This design comes from an exercise in tuning for small area on the open sky130 flow, not from production work.
Function was checked by simulation only, so behaviour that the tests miss may differ from the original.
Power figures rest on the tool's default switching activity, not on a simulated workload.

==> flow/design.v (outline; a module is shown in full before it is edited, if it fits) <==
// module fsk_rx: 1479 lines
module fsk_rx (
    input  wire        clk,
    input  wire        rst,           
    input  wire        in_valid,
    input  wire [15:0] in_i,
    input  wire [15:0] in_q,
    output reg         db_valid,
    output reg  [7:0]  db_level,
    output reg  [31:0] db_maxsq,
    output reg         hit_valid,
    output reg         byte_valid,
    output reg  [7:0]  byte_data,
    output reg         byte_first,
    output reg         byte_last
);
  // ...
==> flow/flow/run.sh <==
#!/bin/bash
# Standard layout, with these changes:
#  - the standard synthesis's netlist is improved before floorplanning:
#    flow/polarity.py removes the inverters Yosys leaves between full adders,
#    flow/remap.sh re-maps the logic between registers and adder cells with
#    ABC's area mapper, and polarity.py runs again on the result.  The
#    registers, their names and cell types are unchanged; flow/simcheck.py
#    compares each result with the standard netlist on random patterns, and
#    the flow falls back to the last good netlist if anything differs;
#  - ports are buffered with sky130_fd_sc_hd__buf_1;
#  - the clock tree uses sky130_fd_sc_hd__clkbuf_8 and no dummy loads.
set -uo pipefail
RES=$(sed -n 's/.*WORK_HOME=\([^ ]*\).*/\1/p' standard.sh | head -1)/results/$FLOW_PLATFORM/fsk_rx/base
LIB=$FLOW_HOME/platforms/$FLOW_PLATFORM/lib/sky130_fd_sc_hd__tt_025C_1v80.lib
export SIMCHECK_LIB=$LIB
bash standard.sh synth > synth.log 2>&1 || exit 1
cp "$RES/1_2_yosys.v" yosys_standard.v

flops() { grep -E "^\s*sky130_fd_sc_hd__(dfxtp|edfxtp|dfrtp|dfstp|sdf|dfbb|dfxbp|dfrbp|dlx|dlr)" "$1" | awk '{print $1, $2}' | sort | md5sum; }
good() {  # good NEW: same registers and same function as the standard netlist
  [[ -s "$1" ]] && [[ "$(flops "$1")" == "$(flops yosys_standard.v)" ]] &&
    python3 flow/simcheck.py yosys_standard.v "$1" 4096 >> simcheck.log 2>&1
}
best=yosys_standard.v
python3 flow/polarity.py "$LIB" yosys_standard.v yosys_pol1.v > polarity1.log 2>&1 &&
  good yosys_pol1.v && best=yosys_pol1.v
bash flow/remap.sh "$LIB" "$best" yosys_remap.v remap > remap.log 2>&1 &&
  good yosys_remap.v &&
  python3 flow/polarity.py "$LIB" yosys_remap.v yosys_pol2.v > polarity2.log 2>&1 &&
  good yosys_pol2.v && best=yosys_pol2.v
echo "netlist used: $best" | tee netlist_used.log
cp "$best" "$RES/1_2_yosys.v"
rm -f "$RES/1_synth.odb" "$RES/1_synth.sdc"
bash standard.sh "BUFFER_PORTS_ARGS=-buffer_cell sky130_fd_sc_hd__buf_1" \
  "CTS_ARGS=-sink_clustering_enable -repair_clock_nets -dont_use_dummy_load -buf_list sky130_fd_sc_hd__clkbuf_8" \
  finish > layout.log 2>&1
==> flow/flow/cellmap.py <==
import re,sys
LIB=sys.argv[1]; used=set(re.findall(r'^\s*(sky130_fd_sc_hd__\w+)\s', open(sys.argv[2]).read(), re.M))
lib=open(LIB).read()
import os
skip=tuple(os.environ.get('REMAP_KEEP','fa_').split())+('df','edf','sdf','dl','conb','tap','fill','decap')
out=[]
for m in re.finditer(r'cell \("(sky130_fd_sc_hd__\w+)"\)\s*\{', lib):
    name=m.group(1)
    if name not in used or any(name.startswith('sky130_fd_sc_hd__'+s) for s in skip): continue
    end=lib.find('\n    cell ("', m.end()); body=lib[m.end():end]
    ins=[]; outs={}
    for pm in re.finditer(r'pin \("(\w+)"\)\s*\{(.*?)\n        \}', body, re.S):
        fm=re.search(r'function\s*:\s*"([^"]*)"', pm.group(2))
        dm=re.search(r'direction\s*:\s*"?(\w+)', pm.group(2))
        if fm: outs[pm.group(1)]=fm.group(1)
        elif dm and dm.group(1)=='input': ins.append(pm.group(1))
    if not outs: continue
    os_=sorted(outs)
    body="".join("  output %s;\n  assign %s = %s;\n"%(o,o,outs[o].replace('!','~').replace('*','&').replace('+','|')) for o in os_)
    out.append("module %s(%s);\n%s\n%sendmodule\n"%(name, ", ".join(ins+os_), "\n".join("  input %s;"%i for i in ins), body))
open(sys.argv[3],'w').write("".join(out))
==> flow/flow/polarity.py <==
#!/usr/bin/env python3
"""Polarity clean-up of a flat sky130 gate netlist written by Yosys.

Yosys's full-adder extraction leaves many inverters between adder cells.
This pass removes every inverter and then picks, per cell, a polarity:

  - fa_1 and maj3 cells are self-dual (all inputs and outputs inverted give
    the same function), so each may be used in inverted polarity;
  - a single-output gate may be swapped for the library cell computing the
    complement of its function on the same pins (and2 <-> nand2, ...);

and finally adds back one inverter per net whose loads still need the
complement.  Registers, ports and their names are unchanged, and the
result computes the same function on every register input and output port.

usage: polarity.py lib in.v out.v
"""
import re
import sys
import random
import itertools
from collections import defaultdict

LIB, IN, OUT = sys.argv[1], sys.argv[2], sys.argv[3]
P = "sky130_fd_sc_hd__"
INV_AREA = 3.7536

# ---------------------------------------------------------------- library
lib = open(LIB).read()
libcells = {}
for m in re.finditer(r'cell \("(' + P + r'\w+)"\)\s*\{', lib):
    name = m.group(1)
    end = lib.find('\n    cell ("', m.end())
    body = lib[m.end(): end if end > 0 else len(lib)]
    am = re.search(r"area\s*:\s*([0-9.]+)", body)
    pins, outs = [], {}
    for pm in re.finditer(r'pin \("(\w+)"\)\s*\{(.*?)\n        \}', body, re.S):
        dm = re.search(r'direction\s*:\s*"?(\w+)', pm.group(2))
        fm = re.search(r'function\s*:\s*"([^"]*)"', pm.group(2))
        if fm:
            outs[pm.group(1)] = fm.group(1)
        elif dm and dm.group(1) == "input":
            pins.append(pm.group(1))
    seq = re.search(r"\b(ff|latch|ff_bank|statetable)\s*\(", body) is not None
    libcells[name] = dict(area=float(am.group(1)) if am else 0.0, ins=sorted(pins),
                          outs=outs, seq=seq)


def truth(cell):
    c = libcells[cell]
    if c["seq"] or len(c["outs"]) != 1 or not c["ins"] or len(c["ins"]) > 6:
        return None
    (op, expr), = c["outs"].items()
    e = expr.replace("!", " not ").replace("*", " and ").replace("+", " or ")
    e = e.replace("^", " != ").replace("&", " and ").replace("|", " or ")
    e = re.sub(r"\b([A-Z]\w*)\b", r"v['\1']", e)
    tt = []
    for bits in itertools.product((0, 1), repeat=len(c["ins"])):
        v = dict(zip(c["ins"], [bool(b) for b in bits]))
        tt.append(bool(eval(e)))
    return op, tuple(tt)


bad_names = ("lpflow", "probe", "clkinv", "clkbuf", "dlygate", "dlymetal", "clkdly")
tts = {}
for name in libcells:
    if any(b in name for b in bad_names):
        continue
    t = truth(name)
    if t:
        tts[name] = t


def complement_cell(cell):
    """smallest library cell with the same input pins computing ~f."""
    if cell not in tts:
        return None
    op, tt = tts[cell]
    want = tuple(not x for x in tt)
    best = None
    for name, (op2, tt2) in tts.items():
        if libcells[name]["ins"] == libcells[cell]["ins"] and tt2 == want:
            if best is None or libcells[name]["area"] < libcells[best]["area"]:
                best = name
    return best


SELF_DUAL = {P + "fa_1", P + "fa_2", P + "maj3_1", P + "maj3_2"}
INV_CELLS = {P + "inv_1", P + "clkinv_1"}

# ---------------------------------------------------------------- netlist
src = open(IN).read()
cell_re = re.compile(r"^(\s*)(" + P + r"\w+)\s+(\S+)\s*\((.*?)\);\n", re.S | re.M)
pin_re = re.compile(r"\.(\w+)\(\s*(.*?)\s*\)\s*(?:,|$)", re.S)
cells = []          # [type, name, {pin: net}, span]
for m in cell_re.finditer(src):
    pins = dict((p, n.strip()) for p, n in pin_re.findall(m.group(4)))
    cells.append([m.group(2), m.group(3), pins, m.span()])
rest_text = []
last = 0
for c in cells:
    rest_text.append(src[last:c[3][0]])
    last = c[3][1]
rest_text.append(src[last:])
rest_text = "".join(rest_text)
assert "assign" not in rest_text, "assign statements not supported"


def is_out_pin(typ, p):
    return p in libcells[typ]["outs"] or p in ("Q", "Q_N")


drv = {}
for i, (typ, name, pins, _) in enumerate(cells):
    for p, n in pins.items():
        if is_out_pin(typ, p):
            drv[n] = i

inv_idx = set(i for i, c in enumerate(cells) if c[0] in INV_CELLS)


def base_of(net):
    inv = 0
    while net in drv and drv[net] in inv_idx:
        net = cells[drv[net]][2]["A"]
        inv ^= 1
    return net, inv


out_names = set()
for m in re.finditer(r"^\s*output\s+(\[\d+:\d+\]\s*)?(\S+?)\s*;", rest_text, re.M):
    out_names.add(m.group(2))


def is_port(n):
    return n.split("[")[0].strip() in out_names


# loads per base net
loads = defaultdict(list)   # base -> [(cell idx, pin, inversion)]
for i, (typ, name, pins, _) in enumerate(cells):
    if i in inv_idx:
        continue
    for p, n in pins.items():
        if not is_out_pin(typ, p):
            b, v = base_of(n)
            loads[b].append((i, p, v))
# output ports: nets that are ports keep their logical value
port_req = defaultdict(list)   # base -> [(port net, inversion)]
for i in inv_idx:
    y = cells[i][2]["Y"]
    if is_port(y):
        b, v = base_of(y)
        port_req[b].append((y, v))
for n in list(drv):
    if is_port(n) and drv[n] not in inv_idx:
        port_req[n].append((n, 0))

# polarity variables
flip = defaultdict(int)
kind = {}                   # cell idx -> "dual" | "swap"
swap_to, swap_delta = {}, {}
src_of = {}                 # base net -> cell idx with a variable
for i, (typ, name, pins, _) in enumerate(cells):
    if typ in SELF_DUAL:
        kind[i] = "dual"
        for p in libcells[typ]["outs"]:
            if p in pins:
                src_of[pins[p]] = i
    elif i not in inv_idx and typ in tts:
        comp = complement_cell(typ)
        op = tts[typ][0]
        if comp and op in pins and not is_port(pins[op]):
            kind[i] = "swap"
            swap_to[i] = comp
            swap_delta[i] = libcells[comp]["area"] - libcells[typ]["area"]
            src_of[pins[op]] = i


def need_inv(b):
    xb = flip[src_of[b]] if b in src_of else 0
    for (ci, p, v) in loads[b]:
        xg = flip[ci] if kind.get(ci) == "dual" else 0
        if v ^ xg ^ xb:
            return 1
    for (y, v) in port_req[b]:
        if v ^ xb:
            return 1
    return 0


touch = defaultdict(set)
for i, k in kind.items():
    typ, name, pins, _ = cells[i]
    for p, n in pins.items():
        if is_out_pin(typ, p):
            touch[i].add(n)
        elif k == "dual":
            touch[i].add(base_of(n)[0])


def local_cost(i):
    c = sum(need_inv(b) for b in touch[i]) * INV_AREA
    if kind[i] == "swap" and flip[i]:
        c += swap_delta[i]
    return c


all_bases = set(loads) | set(port_req) | set(src_of)


def total_cost():
    c = sum(need_inv(b) for b in all_bases) * INV_AREA
    return c + sum(swap_delta[i] for i in kind if kind[i] == "swap" and flip[i])


cost0 = total_cost()
best_cost, best_flip = cost0, dict(flip)
random.seed(1)
vars_ = sorted(kind)
for restart in range(6):
    for rnd in range(60):
        improved = False
        random.shuffle(vars_)
        for i in vars_:
            before = local_cost(i)
            flip[i] ^= 1
            after = local_cost(i)
            if after < before - 1e-9:
                improved = True
            elif after > before + 1e-9 or random.random() < 0.7:
                flip[i] ^= 1
        if not improved and rnd > 5:
            break
    c = total_cost()
    if c < best_cost - 1e-9:
        best_cost, best_flip = c, dict(flip)
    # perturb from the best
    flip = defaultdict(int, best_flip)
    for i in random.sample(vars_, max(1, len(vars_) // 20)):
        flip[i] ^= 1
flip = defaultdict(int, best_flip)
cost1 = total_cost()

# ---------------------------------------------------------------- rebuild
odd_inv_nets = defaultdict(list)
for i in inv_idx:
    y = cells[i][2]["Y"]
    b, v = base_of(y)
    if v:
        odd_inv_nets[b].append(y)

new_cells, new_wires = [], []
phys = {}       # base -> (net carrying b ^ xb, net carrying its complement)
ctr = [0]


def fresh():
    while True:
        ctr[0] += 1
        n = "_pol%d_" % ctr[0]
        if n not in src:
            break
    new_wires.append(n)
    return n


def cname(prefix):
    while True:
        ctr[0] += 1
        n = "%s%d_" % (prefix, ctr[0])
        if n not in src:
            return n


for b in sorted(all_bases):
    xb = flip[src_of[b]] if b in src_of else 0
    direct = b
    if xb and is_port(b):
        # the source now gives ~b: drive it on a fresh net, the port via an
        # inverter below
        direct = fresh()
        i = src_of[b]
        for p, n in list(cells[i][2].items()):
            if n == b and is_out_pin(cells[i][0], p):
                cells[i][2][p] = direct
    comp = None
    if need_inv(b):
        if xb and is_port(b):
            comp = b
        elif not xb and odd_inv_nets[b]:
            comp = odd_inv_nets[b][0]
        else:
            comp = fresh()
        new_cells.append([P + "inv_1", cname("_polc"), {"A": direct, "Y": comp}])
    phys[b] = (direct, comp)

for b in all_bases:
    xb = flip[src_of[b]] if b in src_of else 0
    direct, comp = phys[b]
    for (ci, p, v) in loads[b]:
        xg = flip[ci] if kind.get(ci) == "dual" else 0
        cells[ci][2][p] = comp if (v ^ xg ^ xb) else direct
    for (y, v) in port_req[b]:
        want_comp = v ^ xb
        have = comp if want_comp else direct
        if have != y:
            if want_comp:
                new_cells.append([P + "inv_1", cname("_polp"), {"A": direct, "Y": y}])
            else:
                new_cells.append([P + "buf_1", cname("_polp"), {"A": direct, "X": y}])

# swapped cells
for i in kind:
    if kind[i] == "swap" and flip[i]:
        typ = cells[i][0]
        op = tts[typ][0]
        nop = tts[swap_to[i]][0]
        pins = cells[i][2]
        if op != nop:
            pins[nop] = pins.pop(op)
        cells[i][0] = swap_to[i]


def esc(n):
    return n + " " if n.startswith("\\") else n


def cell_text(typ, name, pins):
    body = ",\n".join("    .%s(%s)" % (p, esc(n)) for p, n in pins.items())
    return "  %s %s (\n%s\n  );\n" % (typ, name, body)


out = []
last = 0
for i, (typ, name, pins, span) in enumerate(cells):
    out.append(src[last:span[0]])
    last = span[1]
    if i in inv_idx:
        continue
    out.append(cell_text(typ, name, pins))
tail = src[last:]
k = tail.rfind("endmodule")
tail = tail[:k] + "".join(cell_text(*c) for c in new_cells) + tail[k:]
text = "".join(out) + tail
m = re.search(r"^\s*wire\s", text, re.M)
text = text[:m.start()] + "\n" + "".join("  wire %s;\n" % n for n in new_wires) + text[m.start():]
open(OUT, "w").write(text)
nswap = sum(1 for i in kind if kind[i] == "swap" and flip[i])
ndual = sum(1 for i in kind if kind[i] == "dual" and flip[i])
sys.stderr.write("polarity: inverters %d -> %d, %d self-dual cells and %d gates flipped, "
                 "cost %.1f -> %.1f um2\n" % (len(inv_idx), len(new_cells), ndual, nswap,
                                             cost0, cost1))
==> flow/flow/remap.sh <==
#!/bin/bash
# usage: remap.sh lib in.v out.v workdir
# Re-maps the combinational logic of a mapped netlist with ABC's area
# mapper (three rounds).  Flip-flops, full adders and tie cells are kept as they
# are (same instances, same names); every other cell is turned back into
# its logic function first.
set -euo pipefail
LIB=$1; IN=$2; OUT=$3; W=$4
mkdir -p "$W"
python3 "$(dirname "$0")/cellmap.py" "$LIB" "$IN" "$W/cellmap.v"
DU=""
PLAT_CFG=${FLOW_HOME:-/OpenROAD-flow-scripts/flow}/platforms/${FLOW_PLATFORM:-sky130hd}/config.mk
DONT_USE_LIST=$(sed -n '/DONT_USE_CELLS/,/^$/p' "$PLAT_CFG" | grep -o 'sky130_fd_sc_hd__[A-Za-z0-9_]*' | tr '\n' ' ')
for c in $DONT_USE_LIST; do DU="$DU -dont_use $c"; done
cat > "$W/remap.ys" <<EOS
read_liberty -lib $LIB
read_verilog $IN
read_verilog -overwrite $W/cellmap.v
hierarchy -top ${FLOW_TOP:-fsk_rx}
flatten
techmap
opt -fast
abc -liberty $LIB $DU -D $(python3 -c "print(int(float('${FLOW_PERIOD_NS:-12}')*1000))") -script +${REMAP_SCRIPT:-strash;dch;amap;strash;dch;amap;strash;dch;amap;topo;dnsize,-c}
setundef -zero
hilomap -singleton -hicell sky130_fd_sc_hd__conb_1 HI -locell sky130_fd_sc_hd__conb_1 LO
splitnets
opt_clean -purge
insbuf -buf sky130_fd_sc_hd__buf_4 A X
stat -liberty $LIB
write_verilog -noattr -nohex -nodec $OUT
EOS
yosys -q -l "$W/remap.log" -p "script $W/remap.ys" > /dev/null
==> flow/flow/simcheck.py <==
#!/usr/bin/env python3
"""Random-pattern equivalence check of two flat sky130 gate netlists with the
same registers: flop outputs and inputs are free, compare flop D/DE pins and
output ports.  usage: simcheck.py a.v b.v [npatterns]"""
import re
import sys
import random

LIB = __import__("os").environ.get("SIMCHECK_LIB", "/OpenROAD-flow-scripts/flow/platforms/sky130hd/lib/sky130_fd_sc_hd__tt_025C_1v80.lib")
lib = open(LIB).read()
funcs = {}
for m in re.finditer(r'cell \("(sky130_fd_sc_hd__\w+)"\)\s*\{', lib):
    name = m.group(1)
    end = lib.find('\n    cell ("', m.end())
    body = lib[m.end(): end if end > 0 else len(lib)]
    f = {}
    for pm in re.finditer(r'pin \("(\w+)"\)\s*\{(.*?)\n        \}', body, re.S):
        fm = re.search(r'function\s*:\s*"([^"]*)"', pm.group(2))
        if fm:
            f[pm.group(1)] = fm.group(1)
    funcs[name] = f

MASK = None


def to_py(expr):
    e = expr.replace("!", " ~").replace("*", " & ").replace("+", " | ")
    e = re.sub(r"\b([A-Z]\w*)\b", r"v['\1']", e)
    return e


cell_re = re.compile(r"^\s*(sky130_fd_sc_hd__\w+)\s+(\S+)\s*\((.*?)\);\n", re.S | re.M)
pin_re = re.compile(r"\.(\w+)\(\s*(.*?)\s*\)\s*(?:,|$)", re.S)
SEQ = ("dfxtp", "edfxtp", "dfrtp", "dfstp", "dfxbp", "dfrbp", "dfbbp", "sdf", "dlx", "dlr")


def load(fn):
    src = open(fn).read()
    cells = []
    for m in cell_re.finditer(src):
        pins = dict((p, n.strip()) for p, n in pin_re.findall(m.group(3)))
        cells.append((m.group(1), m.group(2), pins))
    outs = []
    for m in re.finditer(r"^\s*output\s+(?:\[(\d+):(\d+)\]\s*)?(\S+?)\s*;", src, re.M):
        if m.group(1):
            for i in range(int(m.group(2)), int(m.group(1)) + 1):
                outs.append("%s[%d]" % (m.group(3), i))
        else:
            outs.append(m.group(3))
    return cells, outs


def simulate(cells, outs, stim, nbits):
    mask = (1 << nbits) - 1
    val = dict(stim)
    val["1'h0"] = 0
    val["1'h1"] = mask
    seq_out = {}
    comb = []
    for typ, name, pins in cells:
        short = typ.replace("sky130_fd_sc_hd__", "")
        if short.startswith(SEQ):
            q = pins.get("Q")
            key = name
            if q is not None:
                val[q] = stim["FF:" + key]
            if "Q_N" in pins:
                val[pins["Q_N"]] = mask ^ val[q]
            seq_out[key] = pins
        else:
            comb.append((typ, name, pins))
    # evaluate in dependency order
    pending = comb
    progress = True
    while pending and progress:
        progress = False
        rest = []
        for typ, name, pins in pending:
            f = funcs[typ]
            ins = [n for p, n in pins.items() if p not in f]
            if all(n in val for n in ins):
                v = dict((p, val[n]) for p, n in pins.items() if p not in f)
                for op, expr in f.items():
                    if op in pins:
                        val[pins[op]] = eval(to_py(expr)) & mask
                progress = True
            else:
                rest.append((typ, name, pins))
        pending = rest
    assert not pending, "combinational loop or undriven: %s" % (pending[:3],)
    res = {}
    for key, pins in seq_out.items():
        for p, n in pins.items():
            if p not in ("Q", "Q_N", "CLK"):
                res["%s.%s" % (key, p)] = val.get(n)
    for o in outs:
        res["out:" + o] = val.get(o)
    return res


def main():
    a = load(sys.argv[1])
    b = load(sys.argv[2])
    n = int(sys.argv[3]) if len(sys.argv) > 3 else 4096
    random.seed(7)
    inputs = set()
    for cells, _ in (a, b):
        for typ, name, pins in cells:
            for p, net in pins.items():
                inputs.add(net)
    stim = {}
    for net in inputs:
        stim[net] = random.getrandbits(n)
    # only primary inputs should be free: drop nets that are driven
    driven = set()
    for cells, _ in (a, b):
        for typ, name, pins in cells:
            f = funcs[typ]
            for p, net in pins.items():
                if p in f or p in ("Q", "Q_N"):
                    driven.add(net)
    stim = dict((k, v) for k, v in stim.items() if k not in driven)
    for cells, _ in (a, b):
        for typ, name, pins in cells:
            if typ.replace("sky130_fd_sc_hd__", "").startswith(SEQ):
                stim.setdefault("FF:" + name, random.getrandbits(n))
    ra = simulate(a[0], a[1], dict(stim), n)
    rb = simulate(b[0], b[1], dict(stim), n)
    bad = [k for k in ra if ra[k] != rb.get(k)]
    print("compared %d points, %d patterns: %d differ" % (len(ra), n, len(bad)))
    for k in bad[:10]:
        print("  ", k)
    sys.exit(1 if bad or set(ra) != set(rb) else 0)


main()
==> flow/standard.sh <==
#!/bin/bash
# synth_recipe.tcl (not shown) runs the flow's synth.tcl, then flattens the netlist and writes it again
# the make line also repeats each setting of config.mk as NAME=value (left out here)
make -C /OpenROAD-flow-scripts/flow DESIGN_CONFIG=/design/flow/config.mk WORK_HOME=/design/flow/orfs CLKGATE_MAP_FILE= SYNTH_SCRIPT=/design/flow/synth_recipe.tcl "${@:-finish}"
==> flow/config.mk <==
export PLATFORM = sky130hd
export DESIGN_NAME = fsk_rx
export DESIGN_NICKNAME = fsk_rx
export VERILOG_FILES = /design/flow/design.v
export SDC_FILE = /design/flow/constraint.sdc
export NUM_CORES = 4
export LEC_CHECK = 0
export CAP_MARGIN = 20
export CORE_MARGIN = 2
export CORE_UTILIZATION = 40
export SLEW_MARGIN = 20
==> flow/constraint.sdc <==
create_clock -name core_clock -period 12.0 [get_ports {clk}]
set_input_delay 2.4000 -clock core_clock [delete_from_list [all_inputs] [get_ports {clk}]]
set_output_delay 2.4000 -clock core_clock [all_outputs]
set_load 0.01 [all_outputs]
==> results.txt, run 1 <==
hold path startpoint pq[12]; Flop pwr share 0.128; Int Power 3.372 mW; Synth Area per Inst 7.592 sq um; Setup TNS 0 ps; post-DP HPWL 67370 um; critical path depth 53; CP top delay family simple AND/OR/NAND/NOR gates; status no timing/DRC/antenna violations; CP endpoint kind output port; CTS tree yes; Max-Slew Margin vs Limit 0.2496; met2 usage 0.5056; Pwr Total 7.734 mW; global-route wire length before repair 127500 um; die area 0.05207 sq mm; Pins Over Slew Limit 0; max reg flops 32; Post-Synthesis Cells 2648; flop2flop setup slack 1610 ps; commonest cells after routing, fill and taps aside nor2_1, inv_1, fa_1; worst reg-to-reg path cell count 44; slowest CP cell fa_1; n_diodes 2; Setup crit end db_level[5]; initial antenna violation count 4; CTS Buf Count 17; clock buffer depth 2; pre-CTS setup slack 252.7 ps; Sw Pwr 4.361 mW
==> run 2: changes to the inputs <==
--- a/flow/flow/run.sh
+++ b/flow/flow/run.sh
@@ -7,6 +7,8 @@
 #    registers, their names and cell types are unchanged; flow/simcheck.py
 #    compares each result with the standard netlist on random patterns, and
 #    the flow falls back to the last good netlist if anything differs;
+#    flow/unbuf.py then drops the buffers synthesis put in front of output
+#    ports (the layout's own port buffers replace them);
 #  - ports are buffered with sky130_fd_sc_hd__buf_1;
 #  - the clock tree uses sky130_fd_sc_hd__clkbuf_8 and no dummy loads.
 set -uo pipefail
@@ -28,6 +30,8 @@
   good yosys_remap.v &&
   python3 flow/polarity.py "$LIB" yosys_remap.v yosys_pol2.v > polarity2.log 2>&1 &&
   good yosys_pol2.v && best=yosys_pol2.v
+python3 flow/unbuf.py "$best" yosys_unbuf.v > unbuf.log 2>&1 &&
+  good yosys_unbuf.v && best=yosys_unbuf.v
 echo "netlist used: $best" | tee netlist_used.log
 cp "$best" "$RES/1_2_yosys.v"
 rm -f "$RES/1_synth.odb" "$RES/1_synth.sdc"
==> flow/flow/unbuf.py (new file) <==
#!/usr/bin/env python3
"""Drop the buffers Yosys's insbuf put between a cell output and an output
port: the driving cell then drives the port net directly (the port still
gets its own buffer from the layout flow's buffer_ports).

usage: unbuf.py in.v out.v
"""
import re
import sys

src = open(sys.argv[1]).read()
cell_re = re.compile(r"^(\s*)(sky130_fd_sc_hd__\w+)\s+(\S+)\s*\((.*?)\);\n", re.S | re.M)
pin_re = re.compile(r"\.(\w+)\(\s*(.*?)\s*\)\s*(?:,|$)", re.S)

outs, ins = set(), set()
for m in re.finditer(r"^\s*(input|output)\s+(\[\d+:\d+\]\s*)?(\S+?)\s*;", src, re.M):
    (outs if m.group(1) == "output" else ins).add(m.group(3))


def port_of(n):
    return n.split("[")[0].strip()


cells = []
for m in cell_re.finditer(src):
    pins = dict((p, n.strip()) for p, n in pin_re.findall(m.group(4)))
    cells.append([m.group(2), m.group(3), pins, m.span()])

uses = {}
for c in cells:
    for n in c[2].values():
        uses[n] = uses.get(n, 0) + 1

rename = {}
drop = set()
for i, (typ, name, pins, _) in enumerate(cells):
    if re.match(r"sky130_fd_sc_hd__buf_\d+$", typ) and set(pins) == {"A", "X"}:
        a, x = pins["A"], pins["X"]
        if port_of(x) in outs and port_of(a) not in outs and port_of(a) not in ins \
                and a not in rename and not a.startswith("1'"):
            rename[a] = x
            drop.add(i)


def esc(n):
    return n + " " if n.startswith("\\") else n


out = []
last = 0
for i, (typ, name, pins, span) in enumerate(cells):
    out.append(src[last:span[0]])
    last = span[1]
    if i in drop:
        continue
    body = ",\n".join("    .%s(%s)" % (p, esc(rename.get(n, n))) for p, n in pins.items())
    out.append("  %s %s (\n%s\n  );\n" % (typ, name, body))
out.append(src[last:])
open(sys.argv[2], "w").write("".join(out))
sys.stderr.write("unbuf: %d port buffers dropped\n" % len(drop))
--- a/flow/config.mk
+++ b/flow/config.mk
@@ -8,4 +8,5 @@
 export CAP_MARGIN = 20
 export CORE_MARGIN = 2
 export CORE_UTILIZATION = 40
+export GPL_TIMING_DRIVEN = 0
 export SLEW_MARGIN = 20
==> run 2 against run 1 <==
  * Via count down 0.40%
  * Synthesized cell count fell by 1.5%
  * Area after synthesis is 1.5% lower
  * Core utilization increased by 0.78 points
  * Global-route usage fell by 0.078 points
  * Setup slack got worse by 430 ps
  * Power is 1.8% higher
  * Clock skew increased by 3.1 ps
  * Combinational power up 2%
  * Maximum frequency is 3.7% lower
  * Sequential power decreased by 0.4%
  * Critical path type is now input pin to flip-flop
  * Critical endpoint is now curmax[24]
==> results.txt, run 2 <==
slowest CP cell fa_1; worst reg-to-reg path cell count 40 (-9.1%); Cell Area, Placed 0.02114 sq mm; worst hold slack 417.9 ps; Final Cell Area 0.02225 sq mm; std cell rows 81; Hold Path Sink step[0]; combinational share of power 0.834; Overall Global Routing Usage 0.3203; CTS tree yes; DR iter-0 viols 2547; # fillers 5018; core area 0.04895 sq mm; Synth Area per Inst 7.593 sq um (about the same); routed len/inst 23.87 um; Top Registers curmax (32), acc (17); Leak 8.755 nW; Initial DRT Pass Iterations 9; PnR worst setup slack 397.0 ps; number of I/O pins 88; reg2reg start pi[0]; CTS Buf Count 17 (unchanged); number of max-cap violations 0; I/O Buffers 87; Pins Over Slew Limit 0 (unchanged); hold path startpoint step[0]; initial antenna violation count 0 (-4); vias per cell 6.145; CP endpoint kind flip-flop; Crit Path Max Fanout 9; DIE WIDTH 226.5 um; Pwr Total 7.870 mW (+1.8%); WL final 82220 um; Post-Syn Area 0.01981 sq mm; Flop pwr share 0.125 (-0.003); Syn. warnings 1; power per cell area 353.8 mW/mm^2; Clock Skew 45.10 ps; Sw Pwr 4.526 mW (+3.8%); Fin. Hold Viols 0; Most common cell on crit path fa_1; clock buffer depth 2 (unchanged); CTS Hold Bufs 0; Max-Slew Margin vs Limit 0.2428 (-0.006828); Post-Synthesis Cells 2609 (-1.5%); share of cells above drive strength 1 0.06508; kind of critical path input pin to flip-flop; RSZ-0062 raised after global routing no; Largest Register curmax; Final ANT Viol Nets 0; final core occ 0.4544; clock latency on the worst-skew pair 500 ps; GP Congestion 1.048; n_diodes 0 (-2); Worst-Margin Slew 1132 ps; fin crit share 0.9669; Worst VDD drop 323.8 uV; Int Power 3.343 mW (-0.85%); Worst EP required 12170 ps; die area 0.05132 sq mm (-1.4%); Final Net Count 3086; fin crit period 11600 ps; CP top delay family adder cells; Critical Path AT 11770 ps; max reg flops 32 (unchanged); Worst setup SP type input pin; status no timing/DRC/antenna violations; commonest cells after routing, fill and taps aside nor2_1, inv_1, fa_1; Clock Power Share 0.041; vias in the first global route 20710; Crit path buffers/inverters 5; GRT overflow 0; post-synth net total 2912; pre-CTS setup slack -1604 ps (-1856 ps); HP Class flip-flop to flip-flop; global-route wire length before repair 123600 um (-3.0%); CP peak stage delay 590 ps; RR Endpoint cnt[0]; chip height 226.5 um; Final setup viols 0; Remaining DRCs 0; most common cell after layout, fill and taps aside nor2_1; pin count of the biggest net entering global routing 58; Sw Ratio 0.5751; area delta synth->final 12.29%; clk root buf clkbuf_8; clk slew on worst S/H paths 100 ps; flop2flop setup slack 920 ps (-690 ps); post-DP HPWL 63030 um (-6.4%); worst hold path depth 1; H-Tree Depth 4; FMAX 86.18 MHz; via count 21170; initial core utilization 0.4047; clk sinks 155
## run 2: cell types whose count changed in the layout (fill, tap and decap cells not counted), moves of 5 or more
cell / previous run / this run
buf_1: 87 / 63
buf_2: 0 / 16
buf_4: 137 / 56
clkbuf_4: 0 / 5
clkinvlp_4: 1 / 20
inv_1: 290 / 269
nor2_1: 728 / 708
nor2_2: 5 / 11
nor2_4: 0 / 14
nor4_1: 25 / 19
## run 2: layer usage
| layer | global-route usage | part of all wire | vias to the layer above |
|---|---|---|---|
| met5 | 0 | 0 | - |
| li1 | - | - | 9447 |
| met3 | 0.06648 | 0.091 | 210 |
| met4 | 0.1246 | 0.041 | 0 |
| met2 | 0.5177 | 0.46 | 1104 |
| met1 | 0.4209 | 0.41 | 10410 |
## run 2: what timing repair did
| action | CTS | global route |
|---|---|---|
| gates cloned | 3 | 2 |
| endpoints found under the hold margin | 0 | 0 |
| endpoints found under the setup margin | 40 | 43 |
| pin swaps | 0 | 10 |
| gates resized for setup | 47 | 64 |
| setup buffers | 20 | 35 |
## run 2: stage by stage
stage / TNS, ps / instances
floorplan: 0 / 2609
global placement: -101710 / 3360
detailed placement: -55630 / 3368
CTS: 0 / 3408
global route: 0 / 3445
finish: 0 / 3445
## run 2: layout make-up
class / instances / area, sq um / area share
tap: 664 / 830.8 / 0.03735
clock buffer: 17 / 234.0 / 0.01052
timing repair inverter: 2 / 10.01 / 0.0004500
timing repair buffer: 150 / 908.4 / 0.04083
multi-input combinational: 2165 / 15260 / 0.6861
inverter: 292 / 1174 / 0.05276
sequential: 155 / 3825 / 0.1719
## run 2: worst max path at each step
stage / startpoint / to / slack [ps] / cells after the start
after floorplan: in_i[0] / curmax[0] / 610 / 39
after global placement: curmax[30] / db_level[4] / -4270 / 36
after detailed placement: in_i[11] / curmax[30] / -1600 / 40
after CTS: curmax[2] / db_level[4] / 4 / 49
after global routing: curmax[6] / db_level[4] / 10 / 47
final: in_i[10] / curmax[24] / 400 / 43
## run 2: power by group through the flow
stage	combinational (mW)	clock (mW)	sequential, mW
floorplan	4.26	0	0.942
detailed placement	6.23	0	0.990
global route	7.25	0.342	0.994
finish	6.56	0.319	0.987
global placement	6.08	0	0.991
CTS	6.33	0.325	0.980
==> run 3: changes to the inputs <==
--- a/flow/flow/remap.sh
+++ b/flow/flow/remap.sh
@@ -1,7 +1,7 @@
 #!/bin/bash
 # usage: remap.sh lib in.v out.v workdir
 # Re-maps the combinational logic of a mapped netlist with ABC's area
-# mapper (three rounds).  Flip-flops, full adders and tie cells are kept as they
+# mapper (four rounds).  Flip-flops, full adders and tie cells are kept as they
 # are (same instances, same names); every other cell is turned back into
 # its logic function first.
 set -euo pipefail
@@ -20,7 +20,7 @@
 flatten
 techmap
 opt -fast
-abc -liberty $LIB $DU -D $(python3 -c "print(int(float('${FLOW_PERIOD_NS:-12}')*1000))") -script +${REMAP_SCRIPT:-strash;dch;amap;strash;dch;amap;strash;dch;amap;topo;dnsize,-c}
+abc -liberty $LIB $DU -D $(python3 -c "print(int(float('${FLOW_PERIOD_NS:-12}')*1000))") -script +${REMAP_SCRIPT:-strash;dch;amap;strash;dch;amap;strash;dch;amap;strash;dch;amap;topo;dnsize,-c}
 setundef -zero
 hilomap -singleton -hicell sky130_fd_sc_hd__conb_1 HI -locell sky130_fd_sc_hd__conb_1 LO
 splitnets
--- a/flow/config.mk
+++ b/flow/config.mk
@@ -8,5 +8,4 @@
 export CAP_MARGIN = 20
 export CORE_MARGIN = 2
 export CORE_UTILIZATION = 40
-export GPL_TIMING_DRIVEN = 0
 export SLEW_MARGIN = 20
==> run 3 against run 2 <==
  * Area after synthesis fell by 0.80%
  * Wire length increased by 3.0%
  * Via count rose by 0.57%
  * Core utilization grew 0.42 points
  * Clock power shrank 2%
  * Power down 2.4%
  * Critical path type is now flip-flop to output port
  * Largest power group unchanged
  * Highest routed layer unchanged
==> results.txt, run 3 <==
core area 0.04875 sq mm (-0.41%); Crit path buffers/inverters 5 (unchanged); DIE WIDTH 225.7 um (-0.40%); Sw Ratio 0.5559 (-0.01925); RSZ-0062 raised after global routing no; worst hold slack 408.4 ps (-9.561 ps); Worst-Margin Slew 1022 ps (-109.5 ps); initial antenna violation count 1 (+1); clk slew on worst S/H paths 100 ps (about the same); CP peak stage delay 530 ps (-60 ps); PnR worst setup slack 590.9 ps (+193.8 ps); Initial DRT Pass Iterations 7 (-2); Synth Area per Inst 7.605 sq um (+0.16%); clk sinks 155 (unchanged); Sw Pwr 4.271 mW (-5.6%); Setup TNS 0 ps (unchanged); via count 21290 (+0.57%); slowest CP cell edfxtp_1; routed len/inst 24.11 um (+1.0%); GRT overflow 0 (unchanged); status no timing/DRC/antenna violations; post-DP HPWL 68700 um (+9.0%); Placed Cells 3489 (+3.6%); Worst VDD drop 513.9 uV (+59%); fin crit period 11410 ps (-193.8 ps); clock latency on the worst-skew pair 560 ps (+60 ps); Clock Skew 47.94 ps (+2.840 ps); global-route wire length before repair 128800 um (+4.2%); Post-Synthesis Cells 2584 (-0.96%); max reg flops 32 (unchanged); Leak 9.162 nW (+4.6%); WL final 84680 um (+3.0%); HP Class flip-flop to flip-flop; number of I/O pins 88 (unchanged); CTS Hold Bufs 0 (unchanged); fin crit share 0.9508 (-0.01615); Flop pwr share 0.127 (+0.002); pre-CTS setup slack -147.9 ps (+1456 ps); Most common cell on crit path nor2_1; Syn. warnings 1 (unchanged); area delta synth->final 13.78%; vias per cell 6.062 (-1.4%); chip height 225.7 um (-0.40%); vias in the first global route 20820 (+0.55%); Worst setup SP type flip-flop; share of cells above drive strength 1 0.06779 (+0.002706); Final Instance Count excl. Fillers 3512 (+1.9%); initial core utilization 0.4031 (-0.001577); Critical Path AT 9010 ps (-2760 ps); CP top delay family compound AO/OA/AOI/OAI gates; std cell rows 81 (unchanged); Max-Slew Margin vs Limit 0.3134 (+0.07057); Final ANT Viol Nets 0 (unchanged); CTS Buf Count 17 (unchanged); Post-Syn Area 0.01965 sq mm (-0.80%); Clock Power Share 0.041 (about the same); Overall Global Routing Usage 0.3395 (+0.01921); most common cell after layout, fill and taps aside nor2_1; clock buffer depth 2 (unchanged); CTS tree yes; Top Registers curmax (32), acc (17); combinational share of power 0.833 (about the same); GP Congestion 1.029 (-1.8%); clk root buf clkbuf_8; Int Power 3.412 mW (+2.1%); Final Net Count 3152 (+2.1%); commonest cells after routing, fill and taps aside nor2_1, inv_1, fa_1; power per cell area 343.6 mW/mm^2 (-2.9%); kind of critical path flip-flop to output port; Worst EP required 9600 ps (-2570 ps); Pins Over Slew Limit 0 (unchanged); I/O Buffers 87 (unchanged); Crit Path Max Fanout 9 (unchanged); FMAX 87.65 MHz (+1.7%); Fin. Hold Viols 0 (unchanged); H-Tree Depth 4 (unchanged); DR iter-0 viols 2413 (-5.3%); die area 0.05092 sq mm (-0.79%); Largest Register curmax; number of max-cap violations 0 (unchanged); post-synth net total 2887 (-0.86%); Final setup viols 0 (unchanged); CP endpoint kind output port; Remaining DRCs 0 (unchanged); pin count of the biggest net entering global routing 59 (+1.7%); Pwr Total 7.683 mW (-2.4%)
[run 3: cell types whose count changed in the layout (fill, tap and decap cells not counted), sizes merged, moves of 9 or more]
| cell | delta |
|---|---|
| a21oi | +11 |
| and2 | -13 |
| buf | +105 |
| clkbuf | -9 |
| clkinvlp | -21 |
| inv | +19 |
| nand2 | +12 |
| nor2 | -42 |
| o21ai | +15 |
[run 3: final timing paths]
kind / cells after the start / slack (ps) / from / endpoint
setup reg to reg: 42 / 880 / pi[0] / cnt[4]
hold / removal: 2 / 410 / pi[9] / pi[5]
hold reg to reg: 2 / 410 / pi[9] / pi[5]
setup / recovery: 54 / 590 / curmax[1] / db_level[4]
[run 3: cell type report]
cell class,count,area [sq um]
Fill cell,4999,26390
Multi-Input combinational cell,2137,14810
Sequential cell,155,3824
Timing Repair Buffer,246,1562
Inverter,292,1100
Tap cell,664,830.8
Clock buffer,17,234.0
Antenna cell,1,2.502
[run 3: tightest hold or removal path, delay by kind of cell (launching register included)]
kind               cells  cell delay (ps)
AOI/OAI and AO/OA      1               60
DFF                    1              310
and+or+nand+nor        1               40
[run 3: power by group through the flow]
stage / logic, mW / clock network [mW] / registers (mW)
floorplan: 4.16 / 0 / 0.948
global placement: 6.16 / 0 / 0.988
detailed placement: 6.23 / 0 / 0.986
CTS: 6.27 / 0.321 / 0.974
global route: 7.11 / 0.340 / 0.982
finish: 6.40 / 0.312 / 0.973
[run 3: what timing repair did]
action | in CTS | in global routing
pin swaps | 0 | 2
setup buffers | 0 | 5
gates resized for setup | 1 | 18
endpoints found under the setup margin | 1 | 40
[run 3: through the flow]
stage	util	cell area (sq um)
after global routing	0.4586	22360
final	0.4587	22360
after global placement	0.4516	22010
after CTS	0.4564	22250
after floorplan	-	19650
after detailed placement	0.4516	22010
[run 3: layer usage]
metal,vias to the layer above,GRT usage,routed length (um)
met5,-,0,0
met4,0,0.1363,3563
met3,202,0.06544,7596
met2,1139,0.5274,37790
met1,10420,0.4661,35730
li1,9524,-,-
==> run 4: changes to the inputs <==
--- a/flow/flow/run.sh
+++ b/flow/flow/run.sh
@@ -1,14 +1,5 @@
 #!/bin/bash
 # Standard layout, with these changes:
-#  - the standard synthesis's netlist is improved before floorplanning:
-#    flow/polarity.py removes the inverters Yosys leaves between full adders,
-#    flow/remap.sh re-maps the logic between registers and adder cells with
-#    ABC's area mapper, and polarity.py runs again on the result.  The
-#    registers, their names and cell types are unchanged; flow/simcheck.py
-#    compares each result with the standard netlist on random patterns, and
-#    the flow falls back to the last good netlist if anything differs;
-#    flow/unbuf.py then drops the buffers synthesis put in front of output
-#    ports (the layout's own port buffers replace them);
 #  - ports are buffered with sky130_fd_sc_hd__buf_1;
 #  - the clock tree uses sky130_fd_sc_hd__clkbuf_8 and no dummy loads.
 set -uo pipefail
@@ -32,6 +23,8 @@
   good yosys_pol2.v && best=yosys_pol2.v
 python3 flow/unbuf.py "$best" yosys_unbuf.v > unbuf.log 2>&1 &&
   good yosys_unbuf.v && best=yosys_unbuf.v
+python3 flow/sizeup.py "$LIB" "$best" yosys_sizeup.v > sizeup.log 2>&1 &&
+  good yosys_sizeup.v && best=yosys_sizeup.v
 echo "netlist used: $best" | tee netlist_used.log
 cp "$best" "$RES/1_2_yosys.v"
 rm -f "$RES/1_synth.odb" "$RES/1_synth.sdc"
==> flow/flow/sizeup.py (new file) <==
#!/usr/bin/env python3
"""Free drive-strength changes in a mapped sky130 netlist: every
combinational cell whose stronger variant has the same area is swapped for
it (inv_1 -> inv_2, or2_1 -> or2_2, ...), and inverters driving many loads
get inv_4 (two-input nand/nor the _2 size), which is smaller than the
buffer the layout flow would otherwise add.  Registers are not touched.

usage: sizeup.py lib in.v out.v
"""
import re
import sys
from collections import Counter

LIB, IN, OUT = sys.argv[1:4]
P = "sky130_fd_sc_hd__"
lib = open(LIB).read()
area = {}
for m in re.finditer(r'cell \("' + P + r'(\w+)"\)\s*\{', lib):
    am = re.search(r"area\s*:\s*([0-9.]+)", lib[m.end():m.end() + 2000])
    if am:
        area[m.group(1)] = float(am.group(1))
SEQ = ("df", "edf", "sdf", "dl", "conb", "tap", "fill", "decap", "lpflow", "clkdly", "probe")
free = {}
for k in area:
    m = re.match(r"(.*)_(\d+)$", k)
    if not m or k.startswith(SEQ):
        continue
    base, s = m.group(1), int(m.group(2))
    for s2 in (2, 4):
        k2 = "%s_%d" % (base, s2)
        if s2 > s and k2 in area and area[k2] <= area[k] + 1e-6 and k not in free:
            free[k] = k2

src = open(IN).read()
cell_re = re.compile(r"^(\s*)" + P + r"(\w+)(\s+)(\S+)(\s*\()(.*?)\);\n", re.S | re.M)
pin_re = re.compile(r"\.(\w+)\(\s*(.*?)\s*\)\s*(?:,|$)", re.S)
fanout = Counter()
for m in cell_re.finditer(src):
    for p, n in pin_re.findall(m.group(6)):
        if p not in ("X", "Y", "Q", "Q_N", "SUM", "COUT", "HI", "LO"):
            fanout[n.strip()] += 1

changed = Counter()


def repl(m):
    typ = m.group(2)
    new = free.get(typ, typ)
    if typ in ("inv_1", "inv_2", "nor2_1", "nand2_1"):
        pins = dict((p, n.strip()) for p, n in pin_re.findall(m.group(6)))
        if fanout[pins.get("Y")] >= 10:
            new = {"inv_1": "inv_4", "inv_2": "inv_4"}.get(typ, typ[:-1] + "2")
    if new != typ:
        changed[typ + "->" + new] += 1
    return m.group(1) + P + new + m.group(3) + m.group(4) + m.group(5) + m.group(6) + ");\n"


open(OUT, "w").write(cell_re.sub(repl, src))
sys.stderr.write("sizeup: %s\n" % dict(changed))
==> run 4 against run 3 <==
  * Sequential power is 0.8% higher
  * First-iteration DRC count is 0.70% lower
  * Critical endpoint unchanged
  * Area after synthesis is 0.78% higher
  * Register-to-register slack better by 780 ps
  * Die area is 0.76% higher
  * Largest power group unchanged
  * Still clean on timing, DRC and antenna
  * Flip-flop and latch count stayed put
==> results.txt, run 4 <==
status no timing/DRC/antenna violations; H-Tree Depth 4 (unchanged); number of max-cap violations 0 (unchanged); kind of critical path flip-flop to output port; GP Congestion 1.045 (+1.5%); CP endpoint kind output port; most common cell after layout, fill and taps aside nor2_1; Largest Register curmax; Remaining DRCs 0 (unchanged); CTS tree yes; HP Class flip-flop to flip-flop; WL final 83120 um (-1.8%); clk sinks 155 (unchanged); Worst EP required 9600 ps (about the same); Sw Ratio 0.5559 (about the same); initial antenna violation count 1 (unchanged); routed len/inst 23.95 um (-0.66%); GRT overflow 0 (unchanged); pin count of the biggest net entering global routing 59 (unchanged); Int Power 3.450 mW (+1.1%); Reg area 0.003824 sq mm (unchanged); Flop pwr share 0.126 (about the same); chip height 226.5 um (+0.38%); slowest CP cell fa_1; clock buffer depth 2 (unchanged); DIE WIDTH 226.5 um (+0.38%); Top Registers curmax (32), acc (17); Pins Over Slew Limit 0 (unchanged); Clock Skew 43.03 ps (-4.907 ps); global-route wire length before repair 125800 um (-2.4%); flop2flop setup slack 1660 ps (+780 ps); core area 0.04895 sq mm (+0.42%); Setup TNS 0 ps (unchanged); Syn. warnings 1 (unchanged); fin crit period 11440 ps (+27.59 ps); die area 0.05131 sq mm (+0.76%); commonest cells after routing, fill and taps aside nor2_1, fa_1, inv_2; max reg flops 32 (unchanged); vias per cell 6.155 (+1.5%); PnR worst setup slack 563.3 ps (-27.59 ps); Sw Pwr 4.318 mW (+1.1%); I/O Buffers 87 (unchanged); combinational share of power 0.833 (about the same); vias in the first global route 20380 (-2.1%); FMAX 87.44 MHz (-0.24%); Final setup viols 0 (unchanged); Worst VDD drop 395.1 uV (-23%); post-DP HPWL 66370 um (-3.4%); Post-Syn Area 0.01980 sq mm (+0.78%); Fin. Hold Viols 0 (unchanged); Most common cell on crit path nor2_1; CP peak stage delay 520 ps (about the same); fin crit share 0.9531 (+0.002299); std cell rows 81 (unchanged); power per cell area 349.9 mW/mm^2 (+1.8%); Post-Synthesis Cells 2584 (unchanged); post-synth net total 2887 (unchanged); initial core utilization 0.4046 (+0.001449); DR iter-0 viols 2396 (-0.70%); Leak 8.729 nW (-4.7%); multi-input logic area 0.01487 sq mm (+0.41%); Synth Area per Inst 7.664 sq um (+0.78%); pre-CTS setup slack -69.36 ps (+78.56 ps); share of cells above drive strength 1 0.1661 (+0.09834); Worst-Margin Slew 1196 ps (+174.1 ps); Critical Path AT 9040 ps (+30 ps); via count 21360 (+0.33%); CTS Buf Count 17 (unchanged); clock latency on the worst-skew pair 500 ps (-60 ps); area delta synth->final 12.10%; Overall Global Routing Usage 0.3280 (-0.01149); Pwr Total 7.767 mW (+1.1%); Max-Slew Margin vs Limit 0.1941 (-0.1193); Clock Power Share 0.041 (about the same); Crit Path Max Fanout 11 (+2); Final ANT Viol Nets 0 (unchanged); # fillers 5018 (+0.38%); Worst setup SP type flip-flop; clk root buf clkbuf_8; Final Net Count 3110 (-1.3%); clk slew on worst S/H paths 100 ps (about the same); Initial DRT Pass Iterations 7 (unchanged); number of I/O pins 88 (unchanged)
==> run 4: through the flow <==
step | instance area, sq um | std cells | hold slack, ps | util
after global routing | 22200 | 3469 | 431.4 | 0.4535
after detailed placement | 21850 | 3446 | 419.9 | 0.4463
final | 22200 | 3470 | 433.1 | 0.4535
after floorplan | 19800 | 2584 | 401.4 | -
after CTS | 22080 | 3463 | 424.4 | 0.4511
after global placement | 21850 | 3446 | 406.7 | 0.4463
==> run 4: cell type report <==
type                            instances  area share
Tap cell                              664     0.03742
Inverter                              292     0.05456
Clock buffer                           17     0.01054
Multi-Input combinational cell       2137      0.6697
Sequential cell                       155      0.1722
Antenna cell                            1   0.0001127
Timing Repair Buffer                  204     0.05546
==> run 4: timing repair <==
action / CTS / global route
buffers inserted: 0 / 6
setup endpoints to repair: 0 / 39
resized for setup: 0 / 19
hold buffers: 0 / 0
==> run 4: per-layer routing <==
| metal | vias up | track usage | part of all wire |
|---|---|---|---|
| met2 | 1272 | 0.5160 | 0.45 |
| met3 | 220 | 0.07127 | 0.10 |
| met1 | 10390 | 0.4489 | 0.42 |
| met5 | - | 0 | 0.00028 |
| met4 | 4 | 0.1072 | 0.035 |
| li1 | 9469 | - | - |
==> run 4: critical path: cells and delay by family (launching register included) <==
kind | cells | cell delay, ps
AO/OA/AOI/OAI | 23 | 3900
AND/OR/NAND/NOR | 16 | 2410
adder cells (fa/ha/maj) | 2 | 910
buffers and inverters | 4 | 850
flip-flops | 1 | 440
==> run 4: final timing paths <==
path | start | to | cells past startpoint
max | curmax[4] | db_level[4] | 45
max reg2reg | pq[0] | cnt[4] | 40
min | pi[15] | pi[11] | 2
min reg2reg | pi[15] | pi[11] | 2
==> run 4: power by group through the flow <==
| stage | registers (mW) | clock network, mW | logic [mW] |
|---|---|---|---|
| CTS | 0.988 | 0.326 | 6.31 |
| detailed placement | 0.999 | 0 | 6.27 |
| finish | 0.981 | 0.316 | 6.47 |
| global route | 0.991 | 0.344 | 7.19 |
| floorplan | 0.959 | 0 | 4.28 |
| global placement | 0.999 | 0 | 6.21 |

-- separate check: timing with driven ports --
Ports are ideal in the flow. The routed layouts listed here were re-timed in OpenROAD.
Step 1 sets driving cells, clkbuf_16 on the clock port and buf_2 on the other inputs (assumed; they add their load-dependent delay and slew).
Step 2 moves the port delays by t, midway between the first and last clock arrival at a register: inputs arrive t later, outputs are due t later. That takes back most of the time a late clock gives input paths.
Slacks: no drivers / after step 1 / after step 2; pairs: no drivers / after step 1.
| run | shift t [ns] | slack for setup (ns) | clock arrival spread, ns | slew at the worst register clock pin (ns) | worst slew at a driven data input, ns |
|---|---|---|---|---|---|
| run 1 | 0.532 | 0.827 / 0.771 / 0.291 | 0.051 / 0.051 | 0.10 / 0.10 | 0.15 |
| run 2 | 0.540 | 0.397 / 0.438 / -0.102 | 0.047 / 0.047 | 0.10 / 0.10 | 0.07 |
| run 3 | 0.587 | 0.591 / 0.538 / 0.197 | 0.049 / 0.049 | 0.11 / 0.11 | 0.12 |
| run 4 | 0.532 | 0.563 / 0.514 / 0.217 | 0.043 / 0.043 | 0.10 / 0.10 | 0.11 |
Met with ideal ports but missed after step 2: setup timing in run 2. For run 1, which loses most, drivers alone change the setup slack by -0.056 ns; drivers and shift together by -0.536 ns.
